From an optimization exercise on the open Yosys and OpenROAD flow, aimed at small area, a short achievable clock period and few clock cycles per item; shortcuts taken in it are not production practice. The RTL was checked by simulation tests, not by an equivalence proof against the original design. Power figures rest on the tool's default switching activity, not on a simulated workload.

File: design/flow/design.v
module pkt_validator (
    input  wire        clk,
    input  wire        rst,
    input  wire        in_valid,
    output wire        in_ready,
    input  wire [31:0] in_data,
    input  wire        in_last,
    input  wire [1:0]  in_count,
    output reg         res_valid,
    output reg  [2:0]  res_err,
    output reg  [5:0]  res_vmask,
    output reg  [2:0]  res_cause,
    output reg  [15:0] res_crc_calc,
    output reg  [15:0] res_crc_read,
    output reg  [10:0] res_apid,
    output reg  [13:0] res_seq,
    output reg  [16:0] res_plen,
    output reg  [7:0]  res_stype,
    output reg  [7:0]  res_ssub,
    output reg  [7:0]  res_dest,
    output reg  [47:0] res_time
);
    localparam [16:0] IBUF_CAP = 17'd65542;
    localparam [16:0] CNT_SAT  = 17'd65543;
    localparam [2:0] ERR_NONE      = 3'd0;
    localparam [2:0] ERR_INVALID   = 3'd1;
    localparam [2:0] ERR_MALFORMED = 3'd4;
    localparam [1:0] S_IDLE = 2'd0;    
    localparam [1:0] S_BYTE = 2'd1;    
    localparam [1:0] S_FIN  = 2'd2;    
    function [15:0] crc_table;
        input [7:0] idx;
        reg [15:0] k [0:7];
        integer b;
        begin
            k[0] = 16'h1021; k[1] = 16'h2042; k[2] = 16'h4084; k[3] = 16'h8108;
            k[4] = 16'h1231; k[5] = 16'h2462; k[6] = 16'h48C4; k[7] = 16'h9188;
            crc_table = 16'h0000;
            for (b = 0; b < 8; b = b + 1)
                if (idx[b])
                    crc_table = crc_table ^ k[b];
        end
    endfunction
    function [15:0] crc_step;
        input [15:0] s;
        input [7:0]  d;
        begin
            crc_step = {s[7:0], 8'h00} ^ crc_table(s[15:8] ^ d);
        end
    endfunction
    reg  [1:0]  state;
    reg  [31:0] beat;         
    reg         beat_last;    
    reg  [1:0]  beat_top;     
    reg  [1:0]  lane;         
    reg  [16:0] cnt;          
    reg  [7:0]  hdr [0:15];   
    reg  [15:0] crc;          
    reg  [15:0] crc_rd;       
    integer i;
    wire [7:0]  cur_byte = beat[31 - 8*lane -: 8];
    wire        lane_end = (lane == beat_top);
    wire [16:0] plen_now = (cnt == 17'd5) ? ({1'b0, hdr[4], cur_byte} + 17'd7)
                                          : ({1'b0, hdr[4], hdr[5]} + 17'd7);
    wire        past_len = (cnt >= 17'd5);
    wire        in_crc   = !past_len || (cnt + 17'd2 < plen_now);
    assign in_ready = (state == S_IDLE) ||
                      (state == S_BYTE && lane_end && !beat_last);
    wire accept = in_valid && in_ready;
    always @(posedge clk) begin
        if (rst) begin
            state     <= S_IDLE;
            lane      <= 2'd0;
            cnt       <= 17'd0;
            crc       <= 16'hFFFF;
            crc_rd    <= 16'h0000;
            res_valid <= 1'b0;
        end else begin
            res_valid <= 1'b0;
            if (accept) begin
                beat      <= in_data;
                beat_last <= in_last;
                beat_top  <= in_last ? in_count : 2'd3;
            end
            case (state)
                S_IDLE: begin
                    lane <= 2'd0;
                    if (accept)
                        state <= S_BYTE;
                end
                S_BYTE: begin
                    if (cnt < 17'd16)
                        hdr[cnt[3:0]] <= cur_byte;
                    if (in_crc)
                        crc <= crc_step(crc, cur_byte);
                    if (past_len && cnt + 17'd2 == plen_now)
                        crc_rd[15:8] <= cur_byte;
                    if (past_len && cnt + 17'd1 == plen_now)
                        crc_rd[7:0] <= cur_byte;
                    if (cnt != CNT_SAT)
                        cnt <= cnt + 17'd1;
                    if (lane_end) begin
                        lane <= 2'd0;
                        if (beat_last)
                            state <= S_FIN;
                        else if (!accept)
                            state <= S_IDLE;
                    end else begin
                        lane <= lane + 2'd1;
                    end
                end
                S_FIN: begin
                    res_valid <= 1'b1;
                    state     <= S_IDLE;
                    cnt       <= 17'd0;
                    crc       <= 16'hFFFF;
                    crc_rd    <= 16'h0000;
                end
                default: state <= S_IDLE;
            endcase
        end
    end
    wire [16:0] plen  = {1'b0, hdr[4], hdr[5]} + 17'd7;
    wire        short = (cnt < plen);
    wire [5:0]  vmask;
    assign vmask[0] = short;
    assign vmask[1] = (hdr[0][7:5] != 3'd0);
    assign vmask[2] = hdr[0][4];
    assign vmask[3] = !hdr[0][3];
    assign vmask[4] = (hdr[2][7:6] != 2'b11);
    assign vmask[5] = !short && (crc != crc_rd);
    always @(posedge clk) begin
        if (state == S_FIN) begin
            if (cnt < 17'd7 || cnt > IBUF_CAP) begin
                res_err      <= ERR_INVALID;
                res_vmask    <= 6'd0;
                res_cause    <= 3'd0;
                res_crc_calc <= 16'd0;
                res_crc_read <= 16'd0;
                res_apid     <= 11'd0;
                res_seq      <= 14'd0;
                res_plen     <= 17'd0;
                res_stype    <= 8'd0;
                res_ssub     <= 8'd0;
                res_dest     <= 8'd0;
                res_time     <= 48'd0;
            end else begin
                res_err   <= (vmask != 6'd0) ? ERR_MALFORMED : ERR_NONE;
                res_vmask <= vmask;
                res_cause <= 3'd0;
                for (i = 5; i >= 0; i = i - 1)
                    if (vmask[i])
                        res_cause <= i[2:0];
                res_crc_calc <= short ? 16'd0 : crc;
                res_crc_read <= short ? 16'd0 : crc_rd;
                res_apid     <= {hdr[0][2:0], hdr[1]};
                res_seq      <= {hdr[2][5:0], hdr[3]};
                res_plen     <= plen;
                res_stype    <= (cnt >= 17'd8)  ? hdr[7] : 8'd0;
                res_ssub     <= (cnt >= 17'd9)  ? hdr[8] : 8'd0;
                res_dest     <= (cnt >= 17'd10) ? hdr[9] : 8'd0;
                res_time     <= (cnt >= 17'd16) ? {hdr[10], hdr[11], hdr[12],
                                                   hdr[13], hdr[14], hdr[15]}
                                                : 48'd0;
            end
        end
    end
endmodule
File: design/flow/constraint.sdc
create_clock -name core_clock -period 5.0 [get_ports {clk}]
set_input_delay 1.0000 -clock core_clock [delete_from_list [all_inputs] [get_ports {clk}]]
set_output_delay 1.0000 -clock core_clock [all_outputs]
set_load 0.01 [all_outputs]
File: design/flow/config.mk
export PLATFORM = sky130hd
export DESIGN_NAME = pkt_validator
export DESIGN_NICKNAME = pkt_validator
export VERILOG_FILES = /design/flow/design.v
export SDC_FILE = /design/flow/constraint.sdc
export NUM_CORES = 4
export LEC_CHECK = 0
export CAP_MARGIN = 20
export CORE_MARGIN = 2
export CORE_UTILIZATION = 40
export PLACE_DENSITY = 0.6
export SLEW_MARGIN = 20
File: design/flow/run.sh
#!/bin/bash
# synth_recipe.tcl (not shown) runs the flow's synth.tcl, then flattens the netlist and writes it again
# the make line also repeats each setting of config.mk as NAME=value (left out here)
make -C /OpenROAD-flow-scripts/flow DESIGN_CONFIG=/design/flow/config.mk WORK_HOME=/design/flow/orfs CLKGATE_MAP_FILE= SYNTH_SCRIPT=/design/flow/synth_recipe.tcl finish
==> impl_metrics.env <==
export IMPL_dp_cells=1923
export IMPL_antennaDiodeCount=0
export IMPL_async_flop_share_pct=0
export IMPL_dieWidth_um=204.8
export IMPL_hpwl_um=28280
export IMPL_fin_total_pwr_mw=6.729
export IMPL_ys_warn_count=2
export IMPL_row_count=73
export IMPL_clock_sinks=366
export IMPL_drc_errors=0
export IMPL_hp_class="flip-flop to flip-flop"
export IMPL_crit_path_frequent_cell="inv_1"
export IMPL_syn_area_per_cell_sq_um=13.19
export IMPL_hold_violations=0
export IMPL_fp_dieH_um=204.8
export IMPL_htree_levels=2
export IMPL_cp_top_family="simple AND/OR/NAND/NOR gates"
export IMPL_synth_seq_area_share_pct=64.79
export IMPL_slowest_delay_ns=0.42
export IMPL_gp_congestion=0.9493
export IMPL_start_util_pct=40.59
export IMPL_slew_viol_final=0
export IMPL_synth_nets=1306
export IMPL_critPathArrivalTime_ns=5.01
export IMPL_cp_slowest_cell="or4bb_1"
export IMPL_antenna_found_initial=0
export IMPL_p_per_area_mw_per_mm2=333.3
export IMPL_ys_flop_type="edfxtp_1"
export IMPL_relSlewSlack_pct=29.75
export IMPL_clk_path_buf_depth=3
export IMPL_finClkSkew_ns=0.02056
export IMPL_path_buf_inv=6
export IMPL_fmax_mhz=217.0
export IMPL_antenna_left=0
export IMPL_end_kind="flip-flop"
export IMPL_rsz0062_at_grt="false"
export IMPL_fin_hold_ws_ns=0.5031
export IMPL_first_iter_violations=736
export IMPL_synth_area_sq_mm=0.01613
export IMPL_area_growth_pct=25.17
export IMPL_cts_hold_buffers=0
export IMPL_grt_max_degree=104
export IMPL_vdd_ir_drop_worst_uv=216.2
export IMPL_setup_viol=0
export IMPL_die_area_sq_mm=0.04194
export IMPL_path_max_fanout=18
export IMPL_port_buffers=196
export IMPL_drive_gt1_share_pct=9.196
export IMPL_dr_total_vias=10285
export IMPL_wl_per_cell_um=20.50
export IMPL_synth_edff_count=312
export IMPL_ys_seq_elements=366
export IMPL_p_leak_nw=7.205
export IMPL_grt_pass1_wl_um=61640
export IMPL_first_pass_iters=5
export IMPL_cts_root_buf="clkbuf_16"
export IMPL_syn_inst=1223
export IMPL_pin_count=198
export IMPL_clk_insertion_delay_late_ns=0.54
export IMPL_cts_inserted_buffers=38
export IMPL_vias_per_cell=5.161
export IMPL_nets=1522
export IMPL_cts_tree="done"
export IMPL_synth_cell_types=75
export IMPL_wirelength_um=40850
export IMPL_tightest_slew_ns=1.054
export IMPL_tns_ns=0
export IMPL_status="complete, no violations"
export IMPL_max_cap_violations=0
export IMPL_overflow=0
export IMPL_grt_usage_pct=19.56
export IMPL_core_sq_mm=0.03973
export IMPL_start_kind="flip-flop"
export IMPL_cp_required_ns=5.40
export IMPL_path_class="flip-flop to flip-flop"
export IMPL_finalCriticalPeriod_ns=4.608
export IMPL_crit_chain="inv_1 -> ha_4 -> buf_6 -> or4bb_1 -> o221ai_2 -> inv_1 -> ha_1 -> inv_1 -> o22ai_2 -> o41ai_4 -> xor2_2 -> inv_1 -> ha_1 -> and4_1 -> nand4_1 -> or4_1 -> nor3_1 -> buf_4 -> mux2i_1 -> nor2_1"
export IMPL_instances_no_fill=1993
export IMPL_grt_pass1_vias=10019
export IMPL_post_route_period_util_pct=92.15
export IMPL_cts_clk_slew_worst_paths_ns=0.06
==> cell usage in the layout (no fill, tap or decap), drive strengths merged, types with 19 or more instances in the layout <==
master	n
clkbuf	41
ha	45
a21oi	37
clkinv	22
nor2	92
o21ai	27
xor2	47
nor3	38
nand2	64
inv	19
and2	105
clkdlybuf4s50	196
and3	41
edfxtp	312
buf	43
dfxtp	54
mux2i	28
xnor2	67
==> Yosys cell counts (all sizes together) (3+ instances only) <==
| cell | count | share of area (%) |
|---|---|---|
| nor2b | 9 | 0.35 |
| or4 | 3 | 0.14 |
| dfxtp | 54 | 6.7 |
| and2 | 105 | 4.1 |
| mux2i | 28 | 1.7 |
| nor4 | 11 | 0.61 |
| clkbuf | 48 | 1.1 |
| or3 | 10 | 0.39 |
| nand4 | 18 | 0.79 |
| nor2 | 92 | 2.1 |
| nor3b | 4 | 0.19 |
| nand2 | 64 | 1.5 |
| nand3 | 14 | 0.43 |
| or2 | 4 | 0.16 |
| nand2b | 11 | 0.43 |
| a31oi | 8 | 0.31 |
| a21oi | 37 | 1.1 |
| o21a | 13 | 0.61 |
| xnor2 | 67 | 3.6 |
| nand4b | 4 | 0.22 |
| and3 | 41 | 1.6 |
| o221ai | 5 | 0.38 |
| ha | 45 | 3.5 |
| mux2 | 4 | 0.30 |
| nor3 | 38 | 1.2 |
| buf | 15 | 0.51 |
| o31ai | 3 | 0.14 |
| a211oi | 6 | 0.28 |
| o21ai | 27 | 0.84 |
| edfxtp | 312 | 58 |
| o22ai | 4 | 0.16 |
| a21o | 7 | 0.33 |
| inv | 18 | 0.42 |
| and4 | 4 | 0.22 |
| xor2 | 47 | 2.6 |
| nand3b | 4 | 0.19 |
==> path summary, 6_finish.rpt <==
path	startpoint	endpoint	slack, ns	cells past startpoint
max	lane[1]	crc_rd[13]	0.39	20
min	hdr[9][5]	res_dest[5]	0.50	1
max reg2reg	lane[1]	crc_rd[13]	0.39	20
min reg2reg	hdr[9][5]	res_dest[5]	0.50	1
==> where the power goes <==
group          total, mW  internal (mW)  switching, mW
Combinational      0.506          0.215          0.291
Clock               2.80           1.64           1.16
Sequential          3.42           3.37         0.0594
Total               6.73           5.22           1.51
==> per-stage QoR <==
stage,instance area [sq um],setup WS [ns],utilization [%]
final,20190,0.3925,50.81
after global routing,20190,0.09544,50.81
after floorplan,16160,0.004082,-
after global placement,18870,0.1706,47.50
after detailed placement,18870,0.09544,47.50
after CTS,20120,0.08220,50.63
==> registers in the layout, summed over array words and instances, names as in the netlist, 11 cells and up <==
name	count
res_apid	11
res_crc_calc	16
crc_rd	16
cnt	17
beat	32
res_time	48
res_crc_read	16
res_plen	17
crc	16
res_seq	14
hdr	120
==> cell families (layout without fill, tap and decap cells) <==
family | count (synthesis) | count (layout) | share of synthesized area (%)
multiplexers | 32 | 32 | 2.040
flip-flops | 366 | 366 | 64.79
AO/OA/AOI/OAI | 134 | 134 | 5.632
adder cells (fa/ha/maj) | 45 | 45 | 3.491
buffers and inverters | 82 | 327 | 2.079
XOR/XNOR | 117 | 117 | 6.664
other | 1 | 1 | 0.02325
AND/OR/NAND/NOR | 446 | 446 | 15.28
==> cell type report <==
class,count,area (sq um)
Fill cell,3410,19540
Sequential cell,366,10450
Multi-Input combinational cell,775,5459
Timing Repair Buffer,239,2305
Clock buffer,41,983.4
Tap cell,525,656.9
Clock inverter,28,257.7
Inverter,19,76.32
==> per-layer routing <==
metal | vias up | global-route usage, % | part of all wire (%)
met1 | 5031 | 27.17 | 44
met2 | 302 | 32.22 | 48
li1 | 4898 | - | -
met5 | - | 0 | 0
met4 | 0 | 5.409 | 2.1
met3 | 54 | 2.609 | 5.4
==> timing repair <==
action | 4_1_cts | 5_1_grt
gates resized for setup | 0 | 8
hold endpoints to repair | 0 | 0
endpoints found under the setup margin | 0 | 24
buffers inserted | 0 | 1
Testbench counts, summed over its fixed seeds: cycles 442,274, packets 1,280.

-- port drivers added, routing unchanged --
No port has a modelled driver above. Below, the same layout with a new extraction and two added sets of constraints.
Step 1 assumes that a clkbuf_16 drives the clock port and a buf_2 every other input.
Step 2 also shifts input and output timing later by t, the mid clock arrival at the registers, as if the neighbouring blocks saw the same clock.
Slacks: no drivers / after step 1 / after step 2; pairs: no drivers / after step 1.
t, ns: 0.581
setup slack, ns: 0.392 / 0.392 / 0.392
hold slack, ns: 0.503 / 0.503 / 0.503
worst setup path at the end: register to register
worst data-port slew with drivers (ns): 0.06
After both steps this run still meets setup and hold. The setup slack of this run moves by 0.000 ns with the drivers and by 0.000 ns with both steps.
